Source: an optimization exercise on an open RTL-to-GDS flow (aim: small area). Production flows keep margins and buffers that such runs may drop. The RTL was checked by simulation tests, not by an equivalence proof against the original design. The flow treats the clock pin as an ideal source, which a real chip does not have.

## gbp_tef
module gbp_tef (
    input  wire        clk,
    input  wire        rst,
    input  wire        cmd_valid,
    input  wire [31:0] cmd_word,
    output wire        cmd_ready,
    output wire        rd_valid,
    output reg  [15:0] rd_data,
    output wire        tx_valid,
    output reg  [7:0]  tx_data,
    input  wire        rx_valid,
    input  wire        rx_fail,
    input  wire [7:0]  rx_data
);
    localparam [1:0] E_IDLE = 2'd0, E_FILL = 2'd1, E_FULL = 2'd2, E_DONE = 2'd3;
    localparam [2:0] S_IDLE = 3'd0, S_READY = 3'd1, S_DATA = 3'd2,
                     S_EMPTIED = 3'd3, S_REPORT = 3'd4, S_DONE = 3'd5;
    localparam [2:0] ERR_DIM = 3'd1, ERR_CHUNKS = 3'd4, ERR_XPORT = 3'd5,
                     ERR_SEQ = 3'd6, ERR_ILL = 3'd7;
    localparam [2:0] K_INIT = 3'd0, K_DATA = 3'd1, K_EMPTY = 3'd2,
                     K_PRINT = 3'd3, K_REPORT = 3'd4, K_DUMP = 3'd5;
    localparam [2:0] C_RDY = 3'd0, C_CLR = 3'd1, C_WLO = 3'd2, C_WHI = 3'd3,
                     C_RDCB = 3'd4, C_HDR = 3'd5, C_PAY = 3'd6, C_TRL = 3'd7;
    reg [7:0]  img_w, img_h;
    reg [1:0]  enc;
    reg [2:0]  seq;
    reg        mode;
    reg [2:0]  err;
    reg        tr0;                 
    reg [4:0]  tc;
    reg [2:0]  y, x;
    reg [3:0]  chunk, rpt;
    reg [15:0] cks;
    reg [7:0]  rsp1, rsp2;
    reg [7:0]  lo, hi;
    wire [3:0] nchunk = (enc == E_IDLE) ? 4'd0 : img_h[7:4];
    wire [3:0] tr_hi  = chunk + {3'd0, enc == E_FULL};
    wire [4:0] tr     = {tr_hi, tr0};
    reg [2:0]  cst;
    reg [2:0]  fk;
    reg [9:0]  cnt;
    wire       cnt_end = cnt[9] & cnt[7];    
    reg        txv;
    reg [7:0]  txd;                 
    reg        rdv;
    reg [5119:0] ring;
    reg [4:0]    ph_u;
    reg [4:0]    ph_v;
    wire         ph_last = (ph_u == 5'd19);
    wire [7:0]   head = ring[5119:5112];
    assign cmd_ready = (cst == C_RDY);
    assign tx_valid  = txv;
    assign rd_valid  = rdv;
    wire        accept = cmd_valid && cmd_ready;
    wire [3:0]  opc    = cmd_word[31:28];
    wire [27:0] arg    = cmd_word[27:0];
  ...
Size: roughly 6,100 cells after synthesis, ~72 I/O pins.
==> flow/config.mk <==
export PLATFORM = sky130hd
export DESIGN_NAME = gbp_tef
export DESIGN_NICKNAME = gbp_tef
export VERILOG_FILES = /design/flow/design.v
export SDC_FILE = /design/flow/constraint.sdc
export NUM_CORES = 8
export LEC_CHECK = 0
export CAP_MARGIN = 20
export CORE_MARGIN = 2
export CORE_UTILIZATION = 55
export PLACE_DENSITY = 0.75
export SLEW_MARGIN = 20
==> flow/constraint.sdc <==
create_clock -name core_clock -period 15.0 [get_ports {clk}]
set_input_delay 3.0000 -clock core_clock [delete_from_list [all_inputs] [get_ports {clk}]]
set_output_delay 3.0000 -clock core_clock [all_outputs]
set_load 0.01 [all_outputs]
standard.sh (not shown) runs the stock make flow with config.mk's settings and CLKGATE_MAP_FILE= SYNTH_SCRIPT=/design/flow/synth_recipe.tcl, a recipe that flattens the netlist after the stock synthesis.
==> flow/flow/run.sh <==
#!/bin/bash
# Layout flow: the standard ORFS flow with three changes.
#  1. After the standard synthesis, the combinational logic is mapped again by ABC
#     with an area-oriented script (flow/area.abc, with a time-limited deep resynthesis); every flip-flop instance of the
#     standard synthesis is kept as it is (same name, same cell).
#  2. The clock tree is built without dummy loads and with small sink clusters (at
#     most 32 flip-flops within 130 um per leaf buffer).
#  3. The port buffers use the smallest buffer cell.
# Each tool's output goes to a log file of its own in this folder.
set -euo pipefail
here=$(pwd)
export CTS_ARGS="-sink_clustering_enable -repair_clock_nets -dont_use_dummy_load -sink_clustering_size 32 -sink_clustering_max_diameter 130"
export BUFFER_PORTS_ARGS="-buffer_cell sky130_fd_sc_hd__buf_1"
res=$here/orfs/results/sky130hd/gbp_tef/base
lib=$FLOW_HOME/platforms/sky130hd/lib/sky130_fd_sc_hd__tt_025C_1v80.lib
yosys_bin=$(command -v yosys || echo "$FLOW_HOME/../tools/install/yosys/bin/yosys")

bash standard.sh synth > orfs_synth.log 2>&1

# The platform's dont-use cells, from its config.mk
dont_use=$(sed -n '/^export DONT_USE_CELLS/,/^#/p' "$FLOW_HOME/platforms/sky130hd/config.mk" \
  | grep -o 'sky130_fd_sc_hd__[a-z0-9_]*' | sed 's/^/-dont_use /' | tr '\n' ' ')
seq_cells=$(grep -oE '^\s*sky130_fd_sc_hd__[a-z0-9_]+' "$res/1_2_yosys.v" | sort -u \
  | grep -E '__(e?s?df|dl|sdf|conb)' | tr '\n' ' ')
cp "$res/1_2_yosys.v" "$here/standard_1_2_yosys.v"
cat > "$here/resynth.ys" <<EOS
read_liberty -ignore_miss_func $lib
read_verilog $here/standard_1_2_yosys.v
hierarchy -top gbp_tef
setattr -mod -set keep_hierarchy 1 $seq_cells
flatten
opt_clean
abc -liberty $lib -script $here/flow/area.abc $dont_use gbp_tef
opt_clean -purge
splitnets
hilomap -singleton -hicell sky130_fd_sc_hd__conb_1 HI -locell sky130_fd_sc_hd__conb_1 LO
insbuf -buf sky130_fd_sc_hd__buf_4 A X
opt_clean -purge
rename -hide w:*.*
select gbp_tef
tee -o $here/resynth_stat.txt stat -liberty $lib
write_verilog -noattr -noexpr -nohex -nodec -selected $here/resynth_1_2_yosys.v
EOS
"$yosys_bin" -s "$here/resynth.ys" > resynth.log 2>&1
# the flip-flops must be exactly those of the standard synthesis
diff <(grep -oE '^\s*sky130_fd_sc_hd__[a-z0-9_]+ \S+' "$here/standard_1_2_yosys.v" | grep -E "$(echo $seq_cells | tr ' ' '|')" | sort) \
     <(grep -oE '^\s*sky130_fd_sc_hd__[a-z0-9_]+ \S+' "$here/resynth_1_2_yosys.v" | grep -E "$(echo $seq_cells | tr ' ' '|')" | sort) > resynth_regs.diff
cp "$here/resynth_1_2_yosys.v" "$res/1_2_yosys.v"
touch "$res/1_2_yosys.v"

bash standard.sh finish > orfs_flow.log 2>&1
==> flow/flow/area.abc <==
strash
&get -n
&deepsyn -T 150 -S 1
&put
dch
amap
strash
dch
amap
topo
Then changed:
--- a/flow/flow/run.sh
+++ b/flow/flow/run.sh
@@ -4 +4 @@
-#     with an area-oriented script (flow/area.abc, with a time-limited deep resynthesis); every flip-flop instance of the
+#     with an area-oriented script (flow/area.abc); every flip-flop instance of the
@@ -7 +7 @@
-#     most 32 flip-flops within 130 um per leaf buffer).
+#     most 30 flip-flops within 80 um per leaf buffer).
@@ -12 +12 @@
-export CTS_ARGS="-sink_clustering_enable -repair_clock_nets -dont_use_dummy_load -sink_clustering_size 32 -sink_clustering_max_diameter 130"
+export CTS_ARGS="-sink_clustering_enable -repair_clock_nets -dont_use_dummy_load -sink_clustering_size 30 -sink_clustering_max_diameter 80"
@@ -33 +33 @@
-abc -liberty $lib -script $here/flow/area.abc $dont_use gbp_tef
+abc -liberty $lib -script $here/flow/area.abc $dont_use
==> flow/flow/area.abc (replaced) <==
strash
dch
amap
strash
dch
amap
topo
What happened: Final area goes up by 0.99%. Global-route usage goes up by 1.8 points. Setup slack loses 0.36 ns. Wire length goes up by 13%. Non-clock buffer count goes up by 6.
Then changed:
--- a/flow/flow/run.sh
+++ b/flow/flow/run.sh
@@ -4 +4 @@
-#     with an area-oriented script (flow/area.abc); every flip-flop instance of the
+#     with an area-oriented script (flow/area.abc, with a time-limited deep resynthesis); every flip-flop instance of the
@@ -7 +7 @@
-#     most 30 flip-flops within 80 um per leaf buffer).
+#     most 33 flip-flops within 140 um per leaf buffer).
@@ -12 +12 @@
-export CTS_ARGS="-sink_clustering_enable -repair_clock_nets -dont_use_dummy_load -sink_clustering_size 30 -sink_clustering_max_diameter 80"
+export CTS_ARGS="-sink_clustering_enable -repair_clock_nets -dont_use_dummy_load -sink_clustering_size 33 -sink_clustering_max_diameter 140"
@@ -33 +33 @@
-abc -liberty $lib -script $here/flow/area.abc $dont_use
+abc -liberty $lib -script $here/flow/area.abc $dont_use gbp_tef
==> flow/flow/area.abc (replaced) <==
strash
&get -n
&deepsyn -T 150 -S 1
&put
dch
amap -F 4 -A 10
strash
dch
amap -F 4 -A 10
topo
After rerunning: The changed run ran to the end with no violations. Register-to-register slack degrades by 1.7 ns. Area after synthesis is lower by 0.66%. Wire length is lower by 7.5%. Critical path depth is lower by 7.

[re-timing with driven ports]
How much do the figures lean on ideal ports? The routed layouts below were timed once more, with nothing changed but the port constraints.
Step 1, drivers: a clkbuf_16 drives clk and a buf_2 each remaining input, both assumed.
Step 2 moves the port delays by t, midway between the first and last clock arrival at a register: inputs arrive t later, outputs are due t later. That takes back most of the time a late clock gives input paths.
Slacks: no drivers / after step 1 / after step 2; pairs: no drivers / after step 1.
run	shift t [ns]	setup WS [ns]	hold WS [ns]
the first run	0.889	6.948 / 6.871 / 7.754	0.284 / 0.284 / 0.284
the second run	0.894	6.588 / 6.643 / 5.748	0.268 / 0.268 / 0.268
the third run	0.875	7.491 / 7.413 / 7.084	0.278 / 0.278 / 0.278
After both steps setup and hold are still met in every run listed. For the second run, which loses most, drivers alone change the setup slack by +0.055 ns; drivers and shift together by -0.840 ns.
